This is an optimization exercise on Yosys and OpenROAD, whose aim is small area, a short achievable clock period and few clock cycles, not a production implementation.

==> inputs of run B <==
// jbang_seq
module jbang_seq (
    input  wire        clk,
    input  wire        rst,           
    input  wire [2:0]  bus_addr,      
    input  wire        bus_we,
    input  wire [31:0] bus_wdata,
    output reg  [31:0] bus_rdata,
    output reg         jtag_trst_n,
    output reg         jtag_tck,
    output reg         jtag_tms,
    output reg         jtag_tdi,
    input  wire        jtag_tdo
);
    localparam [3:0] F_TAP_IDCODE = 4'h1, F_CONNECT = 4'h2, F_ROUTER = 4'h3,
                     F_DAP_IDCODE = 4'h4, F_ACK = 4'h5, F_CSW = 4'h6,
                     F_NOT_SHIFTING = 4'h7, F_AFTER_LAST = 4'h8,
                     F_BAD_IR = 4'h9, F_ILLEGAL = 4'hA, F_NBITS = 4'hB;
    localparam [1:0] TS_RESET = 2'b00, TS_IDLE = 2'b01, TS_SHIFTING = 2'b10;
    localparam [3:0] S_START = 4'd0, S_A = 4'd1, S_B = 4'd2, S_C = 4'd3, S_C1 = 4'd4,
                     S_C2 = 4'd5, S_C3 = 4'd6, S_D = 4'd7, S_E = 4'd8, S_AL = 4'd9,
                     S_PT = 4'd10, S_END = 4'd15;
    localparam [1:0] K_GEN = 2'd0, K_TX = 2'd1, K_RST = 2'd2, K_SHF = 2'd3;
    localparam [2:0] C_NONE = 3'd0, C_TAPID = 3'd1, C_CONNECT = 3'd2, C_R60 = 3'd3,
                     C_R2C = 3'd4, C_DAPID = 3'd5, C_CSW = 3'd6;
    localparam [1:0] I_ABORT = 2'd0, I_DPACC = 2'd1, I_APACC = 2'd2, I_CMD = 2'd3;
    reg [31:0] arg0, arg1, result;
  ...
clock: 8.0 ns
lec_check: 0
cap_margin: 20
core_margin: 2
core_utilization: 40
place_density: 0.6
setup_slack_margin: 3.5
slew_margin: 20
synth_memory_max_bits: 16384
run.sh (not shown) runs the stock make flow with config.mk's settings and CLKGATE_MAP_FILE= SYNTH_SCRIPT=/design/flow/synth_recipe.tcl, a recipe that flattens the netlist after the stock synthesis.
==> run A: changes against run B <==
Settings changed: SETUP_SLACK_MARGIN 3.5 to 4.5.
==> run F: changes against run B <==
--- a/flow/design.v
+++ b/flow/design.v
@@ -52,31 +52,31 @@
     reg [1:0] o_irsel;
     reg [2:0] o_op3;
     reg       o_op3cmd, o_y, o_iro;
     always @* begin
         o_kind = K_GEN; o_enB = 1'b0; o_wir = 1'b0; o_enC = 1'b0; o_nsel = 1'b0;
         o_lastsel = 1'b0; o_enD = 1'b0; o_enE = 1'b0; o_ea0 = 1'b0; o_etms = 1'b0;
         o_enAL = 1'b0; o_n = 6'd32; o_cid = 4'd0; o_dx = 1'b0; o_ek = 4'd10; o_chk = C_NONE;
         o_last = 1'b0; o_res = 1'b0; o_irsel = I_DPACC; o_op3 = 3'b000; o_op3cmd = 1'b0;
-        o_y = 1'b0; o_iro = 1'b0; o_op3cmd = 1'b0;
+        o_y = 1'b0; o_iro = 1'b0;
         case (upc)
             6'd0:  begin o_kind = K_RST; o_enE = 1'b1; o_ek = 4'd5; o_etms = 1'b1; o_last = 1'b1; end
             6'd1:  begin o_last = 1'b1; end
             6'd2:  begin o_enE = 1'b1; o_ea0 = 1'b1; o_last = 1'b1; end
             6'd3:  begin o_enB = 1'b1; o_wir = 1'b1; o_last = 1'b1; end
             6'd4:  begin o_enB = 1'b1; o_last = 1'b1; end
             6'd5:  begin o_kind = K_SHF; o_enC = 1'b1; o_nsel = 1'b1; o_dx = 1'b1; o_lastsel = 1'b1;
                          o_enAL = 1'b1; o_last = 1'b1; o_res = 1'b1; end
             6'd6:  begin o_enB = 1'b1; o_wir = 1'b1; o_enC = 1'b1; o_nsel = 1'b1; o_dx = 1'b1;
                          o_enD = 1'b1; o_enAL = 1'b1; o_last = 1'b1; o_res = 1'b1; end
             6'd7:  begin o_enB = 1'b1; o_enC = 1'b1; o_nsel = 1'b1; o_dx = 1'b1;
                          o_enD = 1'b1; o_enAL = 1'b1; o_last = 1'b1; o_res = 1'b1; end
             6'd8:  begin o_kind = K_TX; o_iro = 1'b1; o_irsel = I_CMD; o_last = 1'b1; end
-            6'd9:  begin o_kind = K_TX; o_irsel = I_CMD; o_op3 = c_op3; o_dx = 1'b1; o_last = 1'b1; o_res = 1'b1; end
+            6'd9:  begin o_kind = K_TX; o_irsel = I_CMD; o_op3cmd = 1'b1; o_dx = 1'b1; o_last = 1'b1; o_res = 1'b1; end
             6'd10: begin o_kind = K_TX; o_irsel = I_ABORT; o_op3 = 3'b000; o_cid = 4'd12; o_last = 1'b1; o_res = 1'b1; end
             6'd11: begin o_kind = K_TX; o_irsel = I_DPACC; o_op3 = 3'b010; o_dx = 1'b1; o_last = 1'b1; o_res = 1'b1; end
             6'd12: begin o_kind = K_TX; o_irsel = I_DPACC; o_op3 = 3'b011; o_last = 1'b1; o_res = 1'b1; end
             6'd13: begin o_kind = K_TX; o_irsel = I_DPACC; o_op3 = 3'b100; o_dx = 1'b1; o_last = 1'b1; o_res = 1'b1; end
             6'd14: begin o_kind = K_TX; o_irsel = I_DPACC; o_op3 = 3'b111; o_last = 1'b1; o_res = 1'b1; end
             6'd15: begin o_kind = K_TX; o_irsel = I_APACC; o_op3 = 3'b000; o_dx = 1'b1; o_last = 1'b1; o_res = 1'b1; end
             6'd16: begin o_kind = K_TX; o_irsel = I_APACC; o_op3 = 3'b001; o_last = 1'b1; o_res = 1'b1; end
             6'd17: begin o_kind = K_TX; o_irsel = I_APACC; o_op3 = 3'b010; o_dx = 1'b1; o_last = 1'b1; o_res = 1'b1; end
@@ -130,17 +130,17 @@
     always @* begin
         case (o_irsel)
             I_ABORT: cur_ir = 4'b1000;
             I_APACC: cur_ir = 4'b1011;
             I_CMD:   cur_ir = c_ir;
             default: cur_ir = 4'b1010;
         endcase
     end
-    wire [2:0] cur_op3 = o_op3;
+    wire [2:0] cur_op3 = o_op3cmd ? c_op3 : o_op3;
     wire ir_hit = ir_valid && (ir_cache == cur_ir);
     wire tap_idle = (tap_state == TS_IDLE);
     wire xlo_nz   = (X[3:0] != 4'd0);
     wire xhi_nz   = (X[31:4] != 28'd0);
     wire vA  = (o_kind == K_GEN) && !tap_idle;
     wire vB  = o_enB;
     wire vC  = o_enC && (n_gen != 6'd0);
     wire vD  = o_enD;
@@ -406,19 +406,18 @@
                             n_tms = pulse_tms(ph, cnt);
                             n_tdi = pulse_tdi(ph, cnt);
                         end
                     end
                 endcase
             end
             if (go) begin
                 n_tck = 1'b1;
-                n_tms = (np == S_C) ? (last_gen && n_gen == 6'd1)
-                                    : (np == S_B || tap_state != TS_RESET);
-                n_tdi = (np == S_C) && X[0];
+                n_tms = pulse_tms(np, 6'd0);
+                n_tdi = pulse_tdi(np, 6'd0);
                 n_ph = np; n_cnt = 6'd0;
             end
             if (enter) begin
                 n_ph = np;
                 n_cnt = (np == S_AL) ? n_gen : 6'd0;
                 n_eh = !xlo_nz; n_bw = 1'b1; n_nz = 1'b0;
             end
             if (op_end) begin
Settings changed: SETUP_SLACK_MARGIN 3.5 to 2.5.
==> run Y: changes against run B <==
--- a/flow/design.v
+++ b/flow/design.v
@@ -52,31 +52,31 @@
     reg [1:0] o_irsel;
     reg [2:0] o_op3;
     reg       o_op3cmd, o_y, o_iro;
     always @* begin
         o_kind = K_GEN; o_enB = 1'b0; o_wir = 1'b0; o_enC = 1'b0; o_nsel = 1'b0;
         o_lastsel = 1'b0; o_enD = 1'b0; o_enE = 1'b0; o_ea0 = 1'b0; o_etms = 1'b0;
         o_enAL = 1'b0; o_n = 6'd32; o_cid = 4'd0; o_dx = 1'b0; o_ek = 4'd10; o_chk = C_NONE;
         o_last = 1'b0; o_res = 1'b0; o_irsel = I_DPACC; o_op3 = 3'b000; o_op3cmd = 1'b0;
-        o_y = 1'b0; o_iro = 1'b0; o_op3cmd = 1'b0;
+        o_y = 1'b0; o_iro = 1'b0;
         case (upc)
             6'd0:  begin o_kind = K_RST; o_enE = 1'b1; o_ek = 4'd5; o_etms = 1'b1; o_last = 1'b1; end
             6'd1:  begin o_last = 1'b1; end
             6'd2:  begin o_enE = 1'b1; o_ea0 = 1'b1; o_last = 1'b1; end
             6'd3:  begin o_enB = 1'b1; o_wir = 1'b1; o_last = 1'b1; end
             6'd4:  begin o_enB = 1'b1; o_last = 1'b1; end
             6'd5:  begin o_kind = K_SHF; o_enC = 1'b1; o_nsel = 1'b1; o_dx = 1'b1; o_lastsel = 1'b1;
                          o_enAL = 1'b1; o_last = 1'b1; o_res = 1'b1; end
             6'd6:  begin o_enB = 1'b1; o_wir = 1'b1; o_enC = 1'b1; o_nsel = 1'b1; o_dx = 1'b1;
                          o_enD = 1'b1; o_enAL = 1'b1; o_last = 1'b1; o_res = 1'b1; end
             6'd7:  begin o_enB = 1'b1; o_enC = 1'b1; o_nsel = 1'b1; o_dx = 1'b1;
                          o_enD = 1'b1; o_enAL = 1'b1; o_last = 1'b1; o_res = 1'b1; end
             6'd8:  begin o_kind = K_TX; o_iro = 1'b1; o_irsel = I_CMD; o_last = 1'b1; end
-            6'd9:  begin o_kind = K_TX; o_irsel = I_CMD; o_op3 = c_op3; o_dx = 1'b1; o_last = 1'b1; o_res = 1'b1; end
+            6'd9:  begin o_kind = K_TX; o_irsel = I_CMD; o_op3cmd = 1'b1; o_dx = 1'b1; o_last = 1'b1; o_res = 1'b1; end
             6'd10: begin o_kind = K_TX; o_irsel = I_ABORT; o_op3 = 3'b000; o_cid = 4'd12; o_last = 1'b1; o_res = 1'b1; end
             6'd11: begin o_kind = K_TX; o_irsel = I_DPACC; o_op3 = 3'b010; o_dx = 1'b1; o_last = 1'b1; o_res = 1'b1; end
             6'd12: begin o_kind = K_TX; o_irsel = I_DPACC; o_op3 = 3'b011; o_last = 1'b1; o_res = 1'b1; end
             6'd13: begin o_kind = K_TX; o_irsel = I_DPACC; o_op3 = 3'b100; o_dx = 1'b1; o_last = 1'b1; o_res = 1'b1; end
             6'd14: begin o_kind = K_TX; o_irsel = I_DPACC; o_op3 = 3'b111; o_last = 1'b1; o_res = 1'b1; end
             6'd15: begin o_kind = K_TX; o_irsel = I_APACC; o_op3 = 3'b000; o_dx = 1'b1; o_last = 1'b1; o_res = 1'b1; end
             6'd16: begin o_kind = K_TX; o_irsel = I_APACC; o_op3 = 3'b001; o_last = 1'b1; o_res = 1'b1; end
             6'd17: begin o_kind = K_TX; o_irsel = I_APACC; o_op3 = 3'b010; o_dx = 1'b1; o_last = 1'b1; o_res = 1'b1; end
@@ -130,17 +130,17 @@
     always @* begin
         case (o_irsel)
             I_ABORT: cur_ir = 4'b1000;
             I_APACC: cur_ir = 4'b1011;
             I_CMD:   cur_ir = c_ir;
             default: cur_ir = 4'b1010;
         endcase
     end
-    wire [2:0] cur_op3 = o_op3;
+    wire [2:0] cur_op3 = o_op3cmd ? c_op3 : o_op3;
     wire ir_hit = ir_valid && (ir_cache == cur_ir);
     wire tap_idle = (tap_state == TS_IDLE);
     wire xlo_nz   = (X[3:0] != 4'd0);
     wire xhi_nz   = (X[31:4] != 28'd0);
     wire vA  = (o_kind == K_GEN) && !tap_idle;
     wire vB  = o_enB;
     wire vC  = o_enC && (n_gen != 6'd0);
     wire vD  = o_enD;
@@ -406,19 +406,18 @@
                             n_tms = pulse_tms(ph, cnt);
                             n_tdi = pulse_tdi(ph, cnt);
                         end
                     end
                 endcase
             end
             if (go) begin
                 n_tck = 1'b1;
-                n_tms = (np == S_C) ? (last_gen && n_gen == 6'd1)
-                                    : (np == S_B || tap_state != TS_RESET);
-                n_tdi = (np == S_C) && X[0];
+                n_tms = pulse_tms(np, 6'd0);
+                n_tdi = pulse_tdi(np, 6'd0);
                 n_ph = np; n_cnt = 6'd0;
             end
             if (enter) begin
                 n_ph = np;
                 n_cnt = (np == S_AL) ? n_gen : 6'd0;
                 n_eh = !xlo_nz; n_bw = 1'b1; n_nz = 1'b0;
             end
             if (op_end) begin
==> qor summary <==
| quantity | run Y | run F | run B | run A |
|---|---|---|---|---|
| Actual slew at the worst max-slew pin | 1070 ps | 1070 ps | 1080 ps | 1060 ps |
| Largest stage delay on the critical path | 230 ps | 570 ps | 170 ps | 330 ps |
| Placed instance count | 2377 | 2380 | 2292 | 2293 |
| Starting utilization of the core area | 0.407 | 0.407 | 0.408 | 0.408 |
| Fraction of synthesized cell area in xor and xnor cells | 0.0141 | 0.0141 | 0.0149 | 0.0149 |
| Sequential area share after synthesis | 0.328 | 0.328 | 0.297 | 0.297 |
| Run status | no timing/DRC/antenna violations | no timing/DRC/antenna violations | no timing/DRC/antenna violations | no timing/DRC/antenna violations |
| Register-to-register path setup slack | 3620 ps | 2740 ps | 3640 ps | 3810 ps |
| Placeable core region | 0.0367 sq mm | 0.0367 sq mm | 0.0346 sq mm | 0.0346 sq mm |
| Area delta synth->final | 21.4% | 13.9% | 22.6% | 35.3% |
| Quantity of gates resized following cts | 264 | 28 | 232 | 345 |
| Worst reg2reg path depth | 15 | 17 | 14 | 14 |
| Multi-input combinational gate total | 1523 | 1523 | 1448 | 1447 |
| Critical-path cell with the highest stage delay | a221o_1 | clkdlybuf4s50_1 | nor2b_4 | nor3b_4 |
| 1st-iter DRT viols | 1698 | 1711 | 2421 | 2313 |
| Sum of buffers and inverters on the critical path | 5 | 4 | 7 | 6 |
| Reg-to-reg critical path startpoint | X[7]$_DFF_P_ | ph[3]$_DFF_P_ | upc[5]$_DFF_P_ | X[1]$_DFF_P_ |
| Count of mapped cells out of synthesis | 1956 | 1956 | 1880 | 1880 |
| Layout net count | 2074 | 2015 | 2003 | 2074 |
No run of this note included a check of the RTL's function; only the layout flow was run.

==> static timing again, ports no longer ideal <==
The flow's constraints put no driver on any port. The routed layouts listed below were extracted and timed again, unchanged, in two steps. Step 1, drivers: a clkbuf_16 drives clk and a buf_2 each remaining input, both assumed. Step 2, shift: input delay + t, output delay - t, t = (earliest + latest rising clock arrival at the registers) / 2. This alone moves slack from input paths to output paths. Three values: ideal, step 1, step 2; two values: the first two.
run	t, ns	setup WS [ns]	pins driven straight from the clock port
run B	0.592	3.126 / 3.002 / 3.002	1
run A	0.607	3.132 / 3.075 / 3.075	1
run F	0.626	2.597 / 2.572 / 2.402	1
run Y	0.628	3.301 / 3.248 / 3.087	1
After both steps setup and hold are still met in every run listed. The setup slack of run Y, which loses most, moves by -0.053 ns with the drivers and by -0.214 ns with both steps.
